What follows belongs to an exercise in optimizing a design on an open flow for small area, a short achievable clock period and few clock cycles; a production flow would make more cautious choices. No activity file was given, so power comes from the tool's default toggle rates.

==> run a <==
==> flow/design.v <==
module bk_unpack (
    input  wire        clk,
    input  wire        rst,             
    input  wire        start,           
    input  wire [15:0] packed_size,
    input  wire [15:0] unpacked_size,
    input  wire [15:0] buf_len,
    output wire        idle,
    output reg         done,            
    output reg  [3:0]  status,
    output reg         mem_req,
    output reg         mem_we,
    output reg  [15:0] mem_addr,
    output wire [7:0]  mem_wdata,
    input  wire        mem_gnt,
    input  wire [7:0]  mem_rdata
);
    localparam [3:0] ST_OK        = 4'd0,
                     ST_CHECKSUM  = 4'd1,
                     ST_TRAILER   = 4'd3,
                     ST_BUFSMALL  = 4'd4,
                     ST_SIZE      = 4'd5,
                     ST_READBND   = 4'd6,
                     ST_WRITEBND  = 4'd7,
                     ST_REFBND    = 4'd8;
    localparam [2:0] S_IDLE = 3'd0,
                     S_TRL  = 3'd1,    
                     S_NORM = 3'd2,    
                     S_HDR  = 3'd3,    
                     S_H2   = 3'd4,    
                     S_LIT  = 3'd5,    
                     S_REF  = 3'd6,    
                     S_FIN  = 3'd7;    
    reg  [2:0]  st;
    reg  [15:0] rptr;      
    reg  [2:0]  pf_iss;    
    reg  [2:0]  nx_cnt;    
    reg  [31:0] nxt;
    reg  [31:0] chunk;
    reg  [31:0] crc;
    reg  [5:0]  pos;       
    reg         fresh;     
    reg         rrq;       
    reg         commit_d;  
    reg         hz_pre;    
    reg  [16:0] dst;       
    reg  [12:0] nmd;       
    reg  [1:0]  tw;        
    reg  [8:0]  cnt;       
    reg  [11:0] off;
    reg         rfirst;
    reg  [7:0]  wd_q;      
    reg         wd_rd;     
    reg         rdv;       
    reg         rdk;       
    reg         op_pf;     
    assign idle = (st == S_IDLE);
    assign mem_wdata = wd_rd ? mem_rdata : wd_q;
    wire sfree    = ~mem_req | mem_gnt;
    wire acc      = mem_req & mem_gnt;
    wire pf_arr   = rdv & rdk;
    wire ref_rd   = mem_req & ~mem_we & ~op_pf;    
    wire ref_racc = ref_rd & mem_gnt;
    wire nx_valid = nx_cnt[2];
    wire rptr_ok  = |rptr[15:2];    
    wire [15:0] rptr_m1 = rptr - 16'd1;
    wire active   = (st != S_IDLE) && (st != S_FIN);
    wire pf_want  = active && !pf_iss[2] && ((pf_iss != 3'd0) || rptr_ok);
    wire exhausted = (pf_iss == 3'd0) && !rptr_ok;
    wire [43:0] w0  = {nxt[11:0], chunk};
    wire [27:0] w1s = pos[4] ? w0[43:16] : w0[27:0];
    wire [19:0] w2s = pos[3] ? w1s[27:8] : w1s[19:0];
    wire [15:0] w3s = pos[2] ? w2s[19:4] : w2s[15:0];
    wire [13:0] w4s = pos[1] ? w3s[15:2] : w3s[13:0];
    wire [12:0] w5s = pos[0] ? w4s[13:1] : w4s[12:0];
    wire [12:0] f   = pos[5] ? nxt[12:0] : w5s;
    wire [5:0] p1  = pos + 6'd1;
    wire [5:0] p5  = pos + 6'd5;
    wire [5:0] p8  = pos + 6'd8;
    wire [5:0] p10 = pos + 6'd10;
    wire [5:0] p11 = pos + 6'd11;
    wire [5:0] p12 = pos + 6'd12;
    wire [5:0] p13 = pos + 6'd13;
    wire x5  = pos > 6'd27;
    wire x8  = pos > 6'd24;
    wire x10 = pos > 6'd22;
    wire x11 = pos > 6'd21;
    wire x12 = pos > 6'd20;
    wire x13 = pos > 6'd19;
    reg  [5:0]  hp;        
    reg         hx;        
    reg  [1:0]  hkind;     
    reg  [8:0]  hcnt;
    reg  [11:0] hoff;
    always @* begin
        hoff = 12'd0;
        if (!f[0]) begin
            if (!f[1]) begin
                hp = p5;  hx = x5;  hkind = 2'd0; hcnt = {6'd0, f[2], f[3], f[4]};
            end else begin
                hp = p10; hx = x10; hkind = 2'd1; hcnt = 9'd1;
                hoff = {4'd0, f[2], f[3], f[4], f[5], f[6], f[7], f[8], f[9]};
            end
        end else begin
            case ({f[1], f[2]})
            2'b00: begin
                hp = p12; hx = x12; hkind = 2'd1; hcnt = 9'd2;
                hoff = {3'd0, f[3], f[4], f[5], f[6], f[7], f[8], f[9], f[10], f[11]};
            end
            2'b01: begin
                hp = p13; hx = x13; hkind = 2'd1; hcnt = 9'd3;
                hoff = {2'd0, f[3], f[4], f[5], f[6], f[7], f[8], f[9], f[10], f[11], f[12]};
            end
            2'b10: begin
                hp = p11; hx = x11; hkind = 2'd2;
                hcnt = {1'b0, f[3], f[4], f[5], f[6], f[7], f[8], f[9], f[10]};
            end
            default: begin
                hp = p11; hx = x11; hkind = 2'd0;
                hcnt = {1'b0, f[3], f[4], f[5], f[6], f[7], f[8], f[9], f[10]} + 9'd8;
            end
            endcase
        end
    end
    wire [5:0]  npos = (st == S_HDR) ? hp : (st == S_H2) ? p12 : p8;
    wire        xing = (st == S_HDR) ? hx : (st == S_H2) ? x12 : x8;
    wire [5:0]  pos_n = {npos[5] & ~xing, npos[4:0]};
    wire [16:0] dmr    = dst - {1'b0, rptr};
    wire        hz_now = dmr[16] | (dmr[15:2] == 14'd0);
    wire        cok     = nx_valid & (fresh | ~hz_pre);    
    wire        hz_stall = nx_valid & ~fresh & hz_pre;
    wire        dec_st  = (st == S_HDR) | (st == S_H2) | (st == S_LIT);
    wire        hdr_end = (st == S_HDR) & dst[16];         
    wire        lit_slot = sfree & ~pf_want;
    wire        dec_en  = ((st == S_HDR) & ~dst[16]) | (st == S_H2) |
                          ((st == S_LIT) & ~dst[16] & lit_slot);
    wire        go      = dec_en & (~xing | cok);           
    wire        commit  = dec_en & xing & cok;
    wire        need_rr = dec_st & ~hdr_end & xing & hz_stall & ~rrq;
    wire        nobits  = dec_st & ~hdr_end & xing & ~nx_valid & exhausted;
    wire        lit_f7  = (st == S_LIT) & dst[16] & (~xing | nx_valid);
    wire [7:0]  lbyte = {f[0], f[1], f[2], f[3], f[4], f[5], f[6], f[7]};
    wire [16:0] ra      = dst + {5'd0, off};
    wire        bnd_bad = ~nmd[12] & (off >= nmd[11:0]);
    wire        lit_go  = go & (st == S_LIT);
    wire        ref_w   = (st == S_REF) && ref_racc;
    wire        wr_go   = lit_go | ref_w;
    always @(posedge clk) begin
        if (rst) begin
            st      <= S_IDLE;
            done    <= 1'b0;
            status  <= ST_OK;
            mem_req <= 1'b0;
            mem_we  <= 1'b0;
            rdv     <= 1'b0;
            rrq     <= 1'b0;
            commit_d <= 1'b0;
        end else begin
            done   <= 1'b0;
            rdv    <= acc & ~mem_we;
            rdk    <= op_pf;
            hz_pre <= hz_now;
            rrq    <= need_rr;
            commit_d <= commit;
            if (commit) chunk <= nxt;
            if (commit_d) begin
                crc    <= crc ^ chunk;
                nx_cnt <= 3'd0;
                pf_iss <= 3'd0;
                fresh  <= 1'b0;
            end
            if (rrq) begin
                rptr   <= rptr + 16'd4;
                pf_iss <= 3'd0;
                nx_cnt <= 3'd0;
                fresh  <= 1'b1;
            end
            if (acc) mem_req <= 1'b0;
            if (pf_arr) begin
                nxt    <= {mem_rdata, nxt[31:8]};
                nx_cnt <= nx_cnt + 3'd1;
            end
            if (mem_req && mem_we && wd_rd) begin
                wd_q  <= mem_rdata;
                wd_rd <= 1'b0;
            end
            if (sfree && pf_want && !ref_w) begin
                mem_req  <= 1'b1;
                mem_we   <= 1'b0;
                mem_addr <= rptr_m1;
                op_pf    <= 1'b1;
                rptr     <= rptr_m1;
                pf_iss   <= pf_iss + 3'd1;
            end
            if (wr_go) begin
                mem_req  <= 1'b1;
                mem_we   <= 1'b1;
                mem_addr <= dst[15:0];
                op_pf    <= 1'b0;
                wd_rd    <= ref_w;
                dst      <= dst - 17'd1;
                cnt      <= cnt - 9'd1;
                if (!nmd[12]) nmd <= nmd + 13'd1;
                if (cnt == 9'd0) st <= S_HDR;
            end
            case (st)
            S_IDLE: begin
                mem_req <= 1'b0;
                if (start) begin
                    if (packed_size < 16'd12) begin
                        status <= ST_TRAILER;
                        done   <= 1'b1;
                    end else if (packed_size > buf_len || unpacked_size > buf_len) begin
                        status <= ST_BUFSMALL;
                        done   <= 1'b1;
                    end else begin
                        rptr   <= packed_size;
                        pf_iss <= 3'd0;
                        nx_cnt <= 3'd0;
                        dst    <= {1'b0, unpacked_size};
                        crc    <= 32'd0;
                        tw     <= 2'd0;
                        fresh  <= 1'b0;
                        st     <= S_TRL;
                    end
                end
            end
            S_TRL: begin
                if (nx_valid) begin
                    nx_cnt <= 3'd0;
                    pf_iss <= 3'd0;
                    tw     <= tw + 2'd1;
                    if (tw == 2'd0) begin
                        if (nxt != {15'd0, dst}) begin
                            status  <= ST_SIZE;
                            done    <= 1'b1;
                            mem_req <= 1'b0;
                            st      <= S_IDLE;
                        end
                    end else begin
                        crc <= crc ^ nxt;
                        if (tw == 2'd2) begin
                            chunk <= nxt;
                            pos   <= 6'd0;
                            dst   <= dst - 17'd1;
                            nmd   <= 13'd1;
                            st    <= S_NORM;
                        end
                    end
                end
            end
            S_NORM: begin
                if (pos[5]) begin
                    st <= S_HDR;
                end else begin
                    chunk <= {chunk[30:0], 1'b0};
                    pos   <= p1;
                    if (chunk[31]) st <= S_HDR;
                end
            end
            S_HDR, S_H2, S_LIT: begin
                if (hdr_end) begin
                    st <= S_FIN;
                end else if (nobits) begin
                    status  <= ST_READBND;
                    done    <= 1'b1;
                    mem_req <= 1'b0;
                    st      <= S_IDLE;
                end else if (lit_f7) begin
                    status  <= ST_WRITEBND;
                    done    <= 1'b1;
                    mem_req <= 1'b0;
                    st      <= S_IDLE;
                end
                if (go) begin
                    pos <= pos_n;
                    if (st == S_HDR) begin
                        cnt    <= hcnt;
                        off    <= hoff;
                        rfirst <= 1'b1;
                        st     <= (hkind == 2'd0) ? S_LIT : (hkind == 2'd1) ? S_REF : S_H2;
                    end else if (st == S_H2) begin
                        off <= {f[0], f[1], f[2], f[3], f[4], f[5], f[6], f[7], f[8], f[9], f[10], f[11]};
                        st  <= S_REF;
                    end else begin
                        wd_q <= lbyte;
                    end
                end
            end
            S_REF: begin
                if (rfirst && bnd_bad) begin
                    status  <= ST_REFBND;
                    done    <= 1'b1;
                    mem_req <= 1'b0;
                    st      <= S_IDLE;
                end else if (dst[16] && !ref_rd) begin
                    status  <= ST_WRITEBND;
                    done    <= 1'b1;
                    mem_req <= 1'b0;
                    st      <= S_IDLE;
                end else begin
                    rfirst <= 1'b0;
                    if (sfree && !pf_want && !ref_rd) begin
                        mem_req  <= 1'b1;
                        mem_we   <= 1'b0;
                        mem_addr <= ra[15:0];
                        op_pf    <= 1'b0;
                    end
                end
            end
            S_FIN: begin
                if (!(mem_req && mem_we && !mem_gnt)) begin
                    status  <= (crc != 32'd0) ? ST_CHECKSUM : ST_OK;
                    done    <= 1'b1;
                    mem_req <= 1'b0;
                    st      <= S_IDLE;
                end
            end
            default: st <= S_IDLE;
            endcase
        end
    end
endmodule
==> flow/run.sh <==
#!/bin/bash
# synth_recipe.tcl (not shown) runs the flow's synth.tcl, then flattens the netlist and writes it again
# the make line also repeats each setting of config.mk as NAME=value (left out here)
make -C /OpenROAD-flow-scripts/flow DESIGN_CONFIG=/design/flow/config.mk WORK_HOME=/design/flow/orfs CLKGATE_MAP_FILE= SYNTH_SCRIPT=/design/flow/synth_recipe.tcl finish
==> flow/config.mk <==
export PLATFORM = sky130hd
export DESIGN_NAME = bk_unpack
export DESIGN_NICKNAME = bk_unpack
export VERILOG_FILES = /design/flow/design.v
export SDC_FILE = /design/flow/constraint.sdc
export NUM_CORES = 4
export LEC_CHECK = 0
export CAP_MARGIN = 20
export CORE_MARGIN = 2
export CORE_UTILIZATION = 40
export SETUP_SLACK_MARGIN = 2.5
export SLEW_MARGIN = 20
==> flow/constraint.sdc <==
create_clock -name core_clock -period 6.0 [get_ports {clk}]
set_input_delay 1.2000 -clock core_clock [delete_from_list [all_inputs] [get_ports {clk}]]
set_output_delay 1.2000 -clock core_clock [all_outputs]
set_load 0.01 [all_outputs]
==> inputs of run b, as changes to run a <==
==> flow/design.v, changed modules only <==
module bk_unpack (
    input  wire        clk,
    input  wire        rst,             
    input  wire        start,           
    input  wire [15:0] packed_size,
    input  wire [15:0] unpacked_size,
    input  wire [15:0] buf_len,
    output wire        idle,
    output reg         done,            
    output reg  [3:0]  status,
    output reg         mem_req,
    output reg         mem_we,
    output reg  [15:0] mem_addr,
    output wire [7:0]  mem_wdata,
    input  wire        mem_gnt,
    input  wire [7:0]  mem_rdata
);
    localparam [3:0] ST_OK        = 4'd0,
                     ST_CHECKSUM  = 4'd1,
                     ST_TRAILER   = 4'd3,
                     ST_BUFSMALL  = 4'd4,
                     ST_SIZE      = 4'd5,
                     ST_READBND   = 4'd6,
                     ST_WRITEBND  = 4'd7,
                     ST_REFBND    = 4'd8;
    localparam [5:0] PF_AT = 6'd8;
    localparam [2:0] S_IDLE = 3'd0,
                     S_TRL  = 3'd1,    
                     S_NORM = 3'd2,    
                     S_HDR  = 3'd3,    
                     S_H2   = 3'd4,    
                     S_LIT  = 3'd5,    
                     S_REF  = 3'd6,    
                     S_FIN  = 3'd7;    
    reg  [2:0]  st;
    reg  [15:0] rptr;      
    reg  [2:0]  pf_iss;    
    reg  [2:0]  nx_cnt;    
    reg  [31:0] nxt;
    reg  [31:0] chunk;
    reg  [31:0] crc;
    reg  [5:0]  pos;       
    reg         fresh;     
    reg         rrq;       
    reg         commit_d;  
    reg         f6_r;      
    reg         f7_r;      
    reg         hz_pre;    
    reg  [16:0] dst;       
    reg  [12:0] nmd;       
    reg  [1:0]  tw;        
    reg  [8:0]  cnt;       
    reg         x9;        
    reg  [11:0] off;
    reg         rfirst;
    reg  [7:0]  wd_q;      
    reg         wd_rd;     
    reg         rdv;       
    reg         rdk;       
    reg         op_pf;     
    assign idle = (st == S_IDLE);
    assign mem_wdata = wd_rd ? mem_rdata : wd_q;
    wire sfree    = ~mem_req | mem_gnt;
    wire acc      = mem_req & mem_gnt;
    wire pf_arr   = rdv & rdk;
    wire ref_rd   = mem_req & ~mem_we & ~op_pf;    
    wire ref_racc = ref_rd & mem_gnt;
    wire nx_valid = nx_cnt[2];
    wire rptr_ok  = |rptr[15:2];    
    wire [15:0] pf_addr = rptr + {14'h3fff, ~pf_iss[1:0]};    
    wire active   = (st != S_IDLE) && (st != S_FIN);
    wire pf_want  = active && !pf_iss[2] && ((pf_iss != 3'd0) || rptr_ok);
    wire exhausted = (pf_iss == 3'd0) && !rptr_ok;
    wire [43:0] w0  = {nxt[11:0], chunk};
    wire [27:0] w1s = pos[4] ? w0[43:16] : w0[27:0];
    wire [19:0] w2s = pos[3] ? w1s[27:8] : w1s[19:0];
    wire [15:0] w3s = pos[2] ? w2s[19:4] : w2s[15:0];
    wire [13:0] w4s = pos[1] ? w3s[15:2] : w3s[13:0];
    wire [12:0] w5s = pos[0] ? w4s[13:1] : w4s[12:0];
    wire [12:0] f   = pos[5] ? nxt[12:0] : w5s;
    wire [5:0] p1  = pos + 6'd1;
    wire [5:0] p5  = pos + 6'd5;
    wire [5:0] p8  = pos + 6'd8;
    wire [5:0] p10 = pos + 6'd10;
    wire [5:0] p11 = pos + 6'd11;
    wire [5:0] p12 = pos + 6'd12;
    wire [5:0] p13 = pos + 6'd13;
    wire x5  = pos > 6'd27;
    wire x8  = pos > 6'd24;
    wire x10 = pos > 6'd22;
    wire x11 = pos > 6'd21;
    wire x12 = pos > 6'd20;
    wire x13 = pos > 6'd19;
    reg  [5:0]  hp;        
    reg         hx;        
    reg  [1:0]  hkind;     
    reg  [8:0]  hcnt;
    reg  [11:0] hoff;
    always @* begin
        hoff = 12'd0;
        if (!f[0]) begin
            if (!f[1]) begin
                hp = p5;  hx = x5;  hkind = 2'd0; hcnt = {6'd0, f[2], f[3], f[4]};
            end else begin
                hp = p10; hx = x10; hkind = 2'd1; hcnt = 9'd1;
                hoff = {4'd0, f[2], f[3], f[4], f[5], f[6], f[7], f[8], f[9]};
            end
        end else begin
            case ({f[1], f[2]})
            2'b00: begin
                hp = p12; hx = x12; hkind = 2'd1; hcnt = 9'd2;
                hoff = {3'd0, f[3], f[4], f[5], f[6], f[7], f[8], f[9], f[10], f[11]};
            end
            2'b01: begin
                hp = p13; hx = x13; hkind = 2'd1; hcnt = 9'd3;
                hoff = {2'd0, f[3], f[4], f[5], f[6], f[7], f[8], f[9], f[10], f[11], f[12]};
            end
            2'b10: begin
                hp = p11; hx = x11; hkind = 2'd2;
                hcnt = {1'b0, f[3], f[4], f[5], f[6], f[7], f[8], f[9], f[10]};
            end
            default: begin
                hp = p11; hx = x11; hkind = 2'd0;
                hcnt = {1'b0, f[3], f[4], f[5], f[6], f[7], f[8], f[9], f[10]};
            end
            endcase
        end
    end
    wire [5:0]  npos = (st == S_HDR) ? hp : (st == S_H2) ? p12 : p8;
    wire        xing = (st == S_HDR) ? hx : (st == S_H2) ? x12 : x8;
    wire [5:0]  pos_n = {npos[5] & ~xing, npos[4:0]};
    wire        sel_ra = (st == S_REF) & ~ref_rd;
    wire [17:0] sum_x  = {dst, 1'b1} + (sel_ra ? {5'd0, off, 1'b0} : {1'b1, ~rptr, 1'b1});
    wire [16:0] sum    = sum_x[17:1];
    wire        hz_now = sum[16];
    wire        cok     = nx_valid & (fresh | ~hz_pre);    
    wire        hz_stall = nx_valid & ~fresh & hz_pre;
    wire        dec_st  = (st == S_HDR) | (st == S_H2) | (st == S_LIT);
    wire        hdr_end = (st == S_HDR) & dst[16];         
    wire        pf_urgent = ~((st == S_HDR) | (st == S_H2) | (st == S_LIT) | (st == S_REF)) | (pos >= PF_AT);
    wire        pf_first  = pf_want & pf_urgent;
    wire        lit_slot = sfree & ~pf_first;
    wire        en_hdr  = (st == S_HDR) & ~dst[16];
    wire        en_h2   = (st == S_H2);
    wire        en_lit  = (st == S_LIT) & ~dst[16] & lit_slot;
    wire        go_hdr  = en_hdr & (~hx | cok);
    wire        go_h2   = en_h2 & (~x12 | cok);
    wire        go_lit  = en_lit & (~x8 | cok);
    wire        go      = go_hdr | go_h2 | go_lit;          
    wire        commit  = (en_hdr & hx & cok) | (en_h2 & x12 & cok) | (en_lit & x8 & cok);
    wire        trl_take = (st == S_TRL) & nx_valid & ~commit_d & (tw[1] ^ tw[0]);
    wire        need_rr = dec_st & ~hdr_end & xing & hz_stall & ~rrq;
    wire        nobits  = dec_st & ~hdr_end & xing & ~nx_valid & exhausted;
    wire        lit_f7  = (st == S_LIT) & dst[16] & (~x8 | nx_valid);
    wire [7:0]  lbyte = {f[0], f[1], f[2], f[3], f[4], f[5], f[6], f[7]};
    wire        bnd_bad = ~nmd[12] & (off >= nmd[11:0]);
    wire        lit_go  = go_lit;
    wire        ref_w   = (st == S_REF) && ref_racc;
    wire        wr_go   = lit_go | ref_w;
    wire        ref_r   = (st == S_REF) & sfree & ~pf_first & ~ref_rd & ~(rfirst & bnd_bad) & ~dst[16];
    always @(posedge clk) begin
        if (rst) begin
            st      <= S_IDLE;
            done    <= 1'b0;
            status  <= ST_OK;
            mem_req <= 1'b0;
            mem_we  <= 1'b0;
            rdv     <= 1'b0;
            rrq     <= 1'b0;
            commit_d <= 1'b0;
            f6_r    <= 1'b0;
            f7_r    <= 1'b0;
        end else begin
            done   <= 1'b0;
            rdv    <= acc & ~mem_we;
            rdk    <= op_pf;
            if (!sel_ra) hz_pre <= hz_now;
            rrq    <= need_rr;
            f6_r   <= nobits & ~f6_r & ~f7_r;
            f7_r   <= lit_f7 & ~f6_r & ~f7_r;
            commit_d <= commit | trl_take;
            if (commit | trl_take) chunk <= nxt;
            if (commit_d) begin
                crc    <= crc ^ chunk;
                rptr   <= {rptr[15:2] - 14'd1, rptr[1:0]};
                nx_cnt <= 3'd0;
                pf_iss <= 3'd0;
                fresh  <= 1'b0;
            end
            if (rrq) begin
                pf_iss <= 3'd0;
                nx_cnt <= 3'd0;
                fresh  <= 1'b1;
            end
            if (acc) mem_req <= 1'b0;
            if (pf_arr) begin
                nxt    <= {mem_rdata, nxt[31:8]};
                nx_cnt <= nx_cnt + 3'd1;
            end
            if (mem_req && mem_we && wd_rd) begin
                wd_q  <= mem_rdata;
                wd_rd <= 1'b0;
            end
            if (sfree && pf_want && !ref_w && (pf_urgent || !(lit_go || ref_r))) begin
                mem_req  <= 1'b1;
                mem_we   <= 1'b0;
                mem_addr <= pf_addr;
                op_pf    <= 1'b1;
                pf_iss   <= pf_iss + 3'd1;
            end
            if (wr_go) begin
                mem_req  <= 1'b1;
                mem_we   <= 1'b1;
                mem_addr <= dst[15:0];
                op_pf    <= 1'b0;
                wd_rd    <= ref_w;
                dst      <= dst - 17'd1;
                cnt      <= cnt - 9'd1;
                if (!nmd[12]) nmd <= nmd + 13'd1;
                if (cnt == 9'd0) begin
                    if (x9) begin
                        cnt <= 9'd7;
                        x9  <= 1'b0;
                    end else begin
                        st  <= S_HDR;
                    end
                end
            end
            case (st)
            S_IDLE: begin
                mem_req <= 1'b0;
                if (start) begin
                    rptr   <= packed_size;
                    pf_iss <= 3'd0;
                    nx_cnt <= 3'd0;
                    dst    <= {1'b0, unpacked_size};
                    crc    <= 32'd0;
                    tw     <= 2'd0;
                    fresh  <= 1'b0;
                    if (packed_size < 16'd12) begin
                        status <= ST_TRAILER;
                        done   <= 1'b1;
                    end else if (packed_size > buf_len || unpacked_size > buf_len) begin
                        status <= ST_BUFSMALL;
                        done   <= 1'b1;
                    end else begin
                        st     <= S_TRL;
                    end
                end
            end
            S_TRL: begin
                if (nx_valid && !commit_d) begin
                    tw <= tw + 2'd1;
                    if (tw == 2'd0) begin
                        nx_cnt <= 3'd0;
                        pf_iss <= 3'd0;
                        rptr   <= {rptr[15:2] - 14'd1, rptr[1:0]};
                        if (nxt != {15'd0, dst}) begin
                            status  <= ST_SIZE;
                            done    <= 1'b1;
                            mem_req <= 1'b0;
                            st      <= S_IDLE;
                        end
                    end else if (tw == 2'd2) begin
                        pos   <= 6'd0;
                        dst   <= dst - 17'd1;
                        nmd   <= 13'd1;
                        st    <= S_NORM;
                    end
                end
            end
            S_NORM: begin
                if (pos[5]) begin
                    st <= S_HDR;
                end else begin
                    chunk <= {chunk[30:0], 1'b0};
                    pos   <= p1;
                    if (chunk[31]) st <= S_HDR;
                end
            end
            S_HDR, S_H2, S_LIT: begin
                if (hdr_end) begin
                    st <= S_FIN;
                end else if (f6_r | f7_r) begin
                    status  <= f6_r ? ST_READBND : ST_WRITEBND;
                    done    <= 1'b1;
                    mem_req <= 1'b0;
                    st      <= S_IDLE;
                end
                if (go) begin
                    pos <= pos_n;
                    if (st == S_HDR) begin
                        cnt    <= hcnt;
                        x9     <= f[0] & f[1] & f[2];
                        off    <= hoff;
                        rfirst <= 1'b1;
                        st     <= (hkind == 2'd0) ? S_LIT : (hkind == 2'd1) ? S_REF : S_H2;
                    end else if (st == S_H2) begin
                        off <= {f[0], f[1], f[2], f[3], f[4], f[5], f[6], f[7], f[8], f[9], f[10], f[11]};
                        st  <= S_REF;
                    end else begin
                        wd_q <= lbyte;
                    end
                end
            end
            S_REF: begin
                if (rfirst && bnd_bad) begin
                    status  <= ST_REFBND;
                    done    <= 1'b1;
                    mem_req <= 1'b0;
                    st      <= S_IDLE;
                end else if (dst[16] && !ref_rd) begin
                    status  <= ST_WRITEBND;
                    done    <= 1'b1;
                    mem_req <= 1'b0;
                    st      <= S_IDLE;
                end else begin
                    rfirst <= 1'b0;
                    if (ref_r) begin
                        mem_req  <= 1'b1;
                        mem_we   <= 1'b0;
                        mem_addr <= sum[15:0];
                        op_pf    <= 1'b0;
                    end
                end
            end
            S_FIN: begin
                if (!(mem_req && mem_we && !mem_gnt)) begin
                    status  <= (crc != 32'd0) ? ST_CHECKSUM : ST_OK;
                    done    <= 1'b1;
                    mem_req <= 1'b0;
                    st      <= S_IDLE;
                end
            end
            default: st <= S_IDLE;
            endcase
        end
    end
endmodule
==> flow/flow/run.sh (new file) <==
#!/bin/bash
# Layout: the standard ORFS flow (standard.sh, unchanged synthesis and
# steps), with the port buffers that global placement inserts made
# sky130_fd_sc_hd__buf_1 cells instead of the default pick. Every input and
# output port still gets its own buffer. make's output goes to
# standard_flow.log; each ORFS step keeps its own log under orfs/logs/.
set -euo pipefail
export BUFFER_PORTS_ARGS="-buffer_cell sky130_fd_sc_hd__buf_1"
bash ./standard.sh > standard_flow.log 2>&1
==> flow/standard.sh (new file) <==
#!/bin/bash
# synth_recipe.tcl (not shown) runs the flow's synth.tcl, then flattens the netlist and writes it again
# the make line also repeats each setting of config.mk as NAME=value (left out here)
make -C /OpenROAD-flow-scripts/flow DESIGN_CONFIG=/design/flow/config.mk WORK_HOME=/design/flow/orfs CLKGATE_MAP_FILE= SYNTH_SCRIPT=/design/flow/synth_recipe.tcl "${@:-finish}"
CORE_UTILIZATION = 55   (was 40)
SETUP_SLACK_MARGIN = 2.2   (was 2.5)
removed: flow/run.sh
==> notes <==
Core utilization: run a is lower than run b (13 points).
Run a ran to the end with no violations. Run b ran to the end with no violations.
Between run b and run a, the lower clock power is in run a (gap about 8%, measured against run a).
Of run a and run b, run a has the higher routed wire length (gap about 7%, measured against run b).
Against run a, the fmax of run b is smaller by 2.6%.
In run b the synthesized cell count is smaller than in run a, by about 0.8%.
Between run a and run b, the lower critical path depth is in run a (gap 3).
Die area: run b is lower than run a (29%).
==> figures <==
metric	run b	run a
Status	timing/DRC/antenna clean	timing/DRC/antenna clean
Sequential share of the synthesized area	39.8%	38.3%
Number of cells upsized or downsized after cts	25	123
Synthesized instance count	1782	1796
Adder-Cell Fraction of Synth Area	7.20%	7.56%
Latest clock arrival within the worst-skew pair	0.55 ns	0.56 ns
Sum of met3 wire segment lengths after detailed routing	5650 um	4470 um
Routed vias	14700	15300
Worst setup slack after placement	0.922 ns	1.63 ns
Pin count of the biggest net entering global routing	77	92
Relative contribution of the clock network to total power	36.3%	33.3%
Data required time of the worst path	6.29 ns	6.43 ns
Post-CTS Setup Repair Bufs	26	38
Avg Vias per Cell	6.40	6.14
Logic depth of the worst setup path including buffers	17	14
Function was not checked in any run of this note: the RTL went through the layout flow alone.

separate check: timing with driven ports:
No port has a modelled driver above. Below, the same layouts with a new extraction and two added sets of constraints. Step 1 sets driving cells, clkbuf_16 on the clock port and buf_2 on the other inputs (assumed; they add their load-dependent delay and slew). Step 2, shift: input delay + t, output delay - t, t = (earliest + latest rising clock arrival at the registers) / 2. This alone moves slack from input paths to output paths. a / b / c = no drivers / after step 1 / after step 2; a / b = the first two.
| run | shift t [ns] | setup WS [ns] | hold slack, ns | worst register clock-pin slew, ns |
|---|---|---|---|---|
| run a | 0.605 | 2.362 / 2.362 / 1.962 | 0.528 / 0.528 / 0.528 | 0.07 / 0.07 |
| run b | 0.595 | 2.266 / 2.266 / 2.202 | 0.479 / 0.479 / 0.479 | 0.07 / 0.07 |
After both steps every run listed still meets setup and hold. The setup slack of run a, which loses most, moves by 0.000 ns with the drivers and by -0.400 ns with both steps.
